Context: an optimization exercise on an open-source flow, tuned for small area, a short achievable clock period and few clock cycles per item. The choices shown serve that exercise and are no tape-out recipe.
The RTL was checked by simulation tests, not by an equivalence proof against the original design.

job 946:
Design rf5c400_mixer, start of the top module:
module rf5c400_mixer (
    input  wire        clk,
    input  wire        rst,           
    input  wire        in_valid,
    output wire        in_ready,
    input  wire [15:0] in_word,       
    input  wire [1:0]  in_type,       
    input  wire [7:0]  in_vol,        
    input  wire [63:0] in_level,      
    input  wire [7:0]  in_pan_l,      
    input  wire [7:0]  in_pan_r,      
    output reg         out_valid,
    output wire [20:0] out_l,         
    output wire [20:0] out_r          
);
Size in the first run: ~6700 cells after synthesis, ~280 flip-flops, roughly 150 I/O pins, about 51000 um2 of cells after synthesis.
clock: 60.0 ns
lec_check: 0
abc_area: 1
cap_margin: 20
core_margin: 2
core_utilization: 40
slew_margin: 20
synth_memory_max_bits: 32768
run.sh (not shown) runs the stock make flow with config.mk's settings and CLKGATE_MAP_FILE= SYNTH_SCRIPT=/design/flow/synth_recipe.tcl, a recipe that flattens the netlist after the stock synthesis.
Testbench counts of job 946, summed over its fixed seeds: cycles 196,656, items 6,144.
Edits applied to the flow inputs when going from job 946 to job 4664:
==> flow/flow/run.sh (new file) <==
#!/bin/bash
# Layout flow: the standard layout (standard.sh) with two changes.
#  1. Synthesis runs with SYNTH_ARGS=-noabc. That skips the generic ABC pass
#     inside Yosys's "synth" (it rewrites the carry-save adder trees before
#     full adders are extracted, leaving inverters between the adder
#     cells); the final ABC mapping to the cell library still runs, and the
#     registers are the standard synthesis's.
#  2. Port buffers are sky130_fd_sc_hd__buf_2 (BUFFER_PORTS_ARGS) instead of
#     the delay cell buffer_ports picks by default; every input and output
#     port still gets its own buffer.
# Each step's full output goes to its own log file here.
set -euo pipefail
sed 's/^make -C /make SYNTH_ARGS=-noabc -C /' standard.sh > synth_noabc.sh
grep -q 'SYNTH_ARGS=-noabc' synth_noabc.sh
bash synth_noabc.sh synth > synth.log 2>&1
sed 's/^make -C /make "BUFFER_PORTS_ARGS=-buffer_cell sky130_fd_sc_hd__buf_2" -C /' standard.sh > layout_buf2.sh
grep -q 'BUFFER_PORTS_ARGS=-buffer_cell' layout_buf2.sh
bash layout_buf2.sh > layout.log 2>&1
test -f out/final.def
==> flow/standard.sh (new file) <==
#!/bin/bash
# synth_recipe.tcl (not shown) runs the flow's synth.tcl, then flattens the netlist and writes it again
# the make line also repeats each setting of config.mk as NAME=value (left out here)
make -C /OpenROAD-flow-scripts/flow DESIGN_CONFIG=/design/flow/config.mk WORK_HOME=/design/flow/orfs CLKGATE_MAP_FILE= SYNTH_SCRIPT=/design/flow/synth_recipe.tcl "${@:-finish}"
removed: flow/run.sh
[summary]
- Across job 4664 and job 946, none had a timing, DRC or antenna violation.
- Of the two values seen for endpoint of the most critical setup path, out_l[5] was produced by job 4664 and out_l[18] by job 946.
- Per the comparison of job 4664 with job 946, detail-routed via count per cell has increased, smallest setup slack after layout has increased, clock tree buffer count of the final layout has decreased.
- In the reports for job 4664 and job 946, the larger area of the die belongs to job 946.
- [compare] base=job 946 new=job 4664: via count of the first global-routing pass now smaller, final area now smaller.


main:
rf5c400_mixer, a different RTL version from the one above (not shown whole).
Size in the first run: roughly 8300 cells after synthesis, ~280 flip-flops, roughly 150 I/O pins, ~58000 µm² of cells after synthesis.
clock: 60.0 ns
lec_check: 0
abc_area: 1
cap_margin: 20
core_margin: 2
core_utilization: 40
slew_margin: 20
synth_memory_max_bits: 32768
Stock flow here: none of the scripts above is used.
Testbench counts of main, summed over its fixed seeds: cycles 196,656, items 6,144.
Here is what was changed in the inputs of the feature branch compared with main.
==> flow/flow/run.sh (new file) <==
#!/bin/bash
# Layout flow: the standard layout, except that synthesis runs with
# SYNTH_ARGS=-noabc. That skips the generic ABC pass inside Yosys's "synth"
# (which rewrites the carry-save adder trees before full adders are
# extracted, leaving inverters between the adder cells); the final ABC
# mapping to the cell library still runs. Everything else, the registers
# included, is the standard synthesis and layout.
set -euo pipefail
sed 's/^make -C /make SYNTH_ARGS=-noabc -C /' standard.sh > synth_noabc.sh
grep -q 'SYNTH_ARGS=-noabc' synth_noabc.sh
bash synth_noabc.sh synth > synth.log 2>&1
bash standard.sh > layout.log 2>&1
test -f out/final.def
==> flow/standard.sh (new file) <==
#!/bin/bash
# synth_recipe.tcl (not shown) runs the flow's synth.tcl, then flattens the netlist and writes it again
# the make line also repeats each setting of config.mk as NAME=value (left out here)
make -C /OpenROAD-flow-scripts/flow DESIGN_CONFIG=/design/flow/config.mk WORK_HOME=/design/flow/orfs CLKGATE_MAP_FILE= SYNTH_SCRIPT=/design/flow/synth_recipe.tcl "${@:-finish}"
removed: flow/run.sh
Results
Area share of xor/xnor cells in the synthesized design was lower in the run labelled main. [compare] base=main new=the feature branch: number of setup buffers added after CTS shows no meaningful change; wire length of the first global-routing pass shows a reduction of 15 mm; met2 demand-to-capacity share in global routing shows a reduction of 2.6 points. Between main and the feature branch, the flow reports floorplan die height decreasing slightly.


== run A ==
rf5c400_mixer, a different RTL version from the one above (not shown whole).
For scale: roughly 280 flip-flops, ~150 I/O pins.
==> flow/config.mk <==
export PLATFORM = sky130hd
export DESIGN_NAME = rf5c400_mixer
export DESIGN_NICKNAME = rf5c400_mixer
export VERILOG_FILES = /design/flow/design.v
export SDC_FILE = /design/flow/constraint.sdc
export NUM_CORES = 4
export LEC_CHECK = 0
export ABC_AREA = 1
export CAP_MARGIN = 20
export CORE_MARGIN = 2
export CORE_UTILIZATION = 60
export PLACE_DENSITY = 0.72
export SLEW_MARGIN = 20
export SYNTH_MEMORY_MAX_BITS = 32768
==> flow/constraint.sdc <==
create_clock -name core_clock -period 60.0 [get_ports {clk}]
set_input_delay 12.0000 -clock core_clock [delete_from_list [all_inputs] [get_ports {clk}]]
set_output_delay 12.0000 -clock core_clock [all_outputs]
set_load 0.01 [all_outputs]
standard.sh (not shown) runs the stock make flow with config.mk's settings and CLKGATE_MAP_FILE= SYNTH_SCRIPT=/design/flow/synth_recipe.tcl, a recipe that flattens the netlist after the stock synthesis.
==> flow/flow/run.sh <==
#!/bin/bash
# Layout flow: the standard layout (standard.sh) with two changes.
#  1. Synthesis runs with SYNTH_ARGS=-noabc. That skips the generic ABC pass
#     inside Yosys's "synth" (it rewrites the carry-save adder trees before
#     full adders are extracted, leaving inverters between the adder
#     cells); the final ABC mapping to the cell library still runs, and the
#     registers are the standard synthesis's.
#  2. Port buffers are sky130_fd_sc_hd__buf_4 (BUFFER_PORTS_ARGS) instead of
#     the delay cell buffer_ports picks by default; every input and output
#     port still gets its own buffer.
# Each step's full output goes to its own log file here.
set -euo pipefail
sed 's/^make -C /make SYNTH_ARGS=-noabc -C /' standard.sh > synth_noabc.sh
grep -q 'SYNTH_ARGS=-noabc' synth_noabc.sh
bash synth_noabc.sh synth > synth.log 2>&1
sed 's/^make -C /make "BUFFER_PORTS_ARGS=-buffer_cell sky130_fd_sc_hd__buf_4" -C /' standard.sh > layout_buf2.sh
grep -q 'BUFFER_PORTS_ARGS=-buffer_cell' layout_buf2.sh
bash layout_buf2.sh > layout.log 2>&1
test -f out/final.def
In summary, run A completed successfully, with a layout that passed the timing, design-rule and antenna checks.
Testbench counts of run A, summed over its fixed seeds: cycles 196,656, items 6,144.
Relative to run A, the following input files were edited for run B:
Settings: CORE_UTILIZATION: 60 -> 66; PLACE_DENSITY: 0.72 -> 0.76.
diff --git a/flow/flow/run.sh b/flow/flow/run.sh
--- a/flow/flow/run.sh
+++ b/flow/flow/run.sh
@@ -6,5 +6,5 @@
 #     cells); the final ABC mapping to the cell library still runs, and the
 #     registers are the standard synthesis's.
-#  2. Port buffers are sky130_fd_sc_hd__buf_4 (BUFFER_PORTS_ARGS) instead of
+#  2. Port buffers are sky130_fd_sc_hd__buf_2 (BUFFER_PORTS_ARGS) instead of
 #     the delay cell buffer_ports picks by default; every input and output
 #     port still gets its own buffer.
@@ -14,5 +14,5 @@
 grep -q 'SYNTH_ARGS=-noabc' synth_noabc.sh
 bash synth_noabc.sh synth > synth.log 2>&1
-sed 's/^make -C /make "BUFFER_PORTS_ARGS=-buffer_cell sky130_fd_sc_hd__buf_4" -C /' standard.sh > layout_buf2.sh
+sed 's/^make -C /make "BUFFER_PORTS_ARGS=-buffer_cell sky130_fd_sc_hd__buf_2" -C /' standard.sh > layout_buf2.sh
 grep -q 'BUFFER_PORTS_ARGS=-buffer_cell' layout_buf2.sh
 bash layout_buf2.sh > layout.log 2>&1
==> notes.md <==
Run comparison: run A critical path startpoint acc_l[7]$_DFF_P_; run B critical path startpoint acc_l[12]$_DFF_P_. Between run A and run B, the cell count went down. [run B vs run A] global-route wire length before repair: higher in run B. Run B went all the way through synthesis, placement and routing and the layout is clean on timing, DRC and antenna. Run B against run A: final cycle utilization of the critical path ~0 delta, register share of the cell area ~0 delta, sum of routed wire length over all layers +1.0%. Run B ends up with a iteration count of the initial detailed-routing pass that is 1 higher than in run A.
What run C does differently from run B at the input level:
Settings: clearing PLACE_DENSITY, which used to be 0.76; swapping 66 for 40 in CORE_UTILIZATION.
[summary]
Run C was carried through to the last stage, and its layout satisfied the timing, design-rule and antenna checks. Looking at final critical path time including I/O delays and setup, run C sits above run B. Per the comparison of run C with run B, area of the core region grew by about 65%, maximum frequency shrank by about 1.4%. Looking at highest layer used for signal routing, the met5 result is from run B; the met4 one comes from run C.

[what the ideal ports hide]
In the flow no input, the clock included, has a driving cell. The finished layouts below were timed again as built, in two steps. Step 1 (the two cells are an assumption about what drives the block):
set clk [get_ports {clk}]
set_driving_cell -lib_cell sky130_fd_sc_hd__clkbuf_16 $clk
set_driving_cell -lib_cell sky130_fd_sc_hd__buf_2 [delete_from_list [all_inputs] $clk]
Step 2 adds t to the input delays and takes it off the output delays; t is the mean of the earliest and latest rising clock arrival at the registers after step 1. Input paths then give back, and output paths get back, about the clock's delay inside the block. a / b / c = ideal / step 1 / step 2; a / b = the first two.
run | t (ns) | slack for setup (ns) | worst slew at a driven data input, ns
job 946 | 0.685 | 46.323 / 46.251 / 46.936 | 0.06
job 4664 | 0.661 | 46.750 / 46.681 / 47.342 | 0.04
main | 0.702 | 46.216 / 46.145 / 46.846 | 0.06
the feature branch | 0.719 | 46.403 / 46.327 / 46.992 | 0.05
run A | 0.647 | 46.817 / 46.748 / 47.395 | 0.06
run B | 0.635 | 46.854 / 46.786 / 47.345 | 0.06
run C | 0.685 | 46.663 / 46.596 / 47.281 | 0.04
After both steps setup and hold are still met in every run listed.
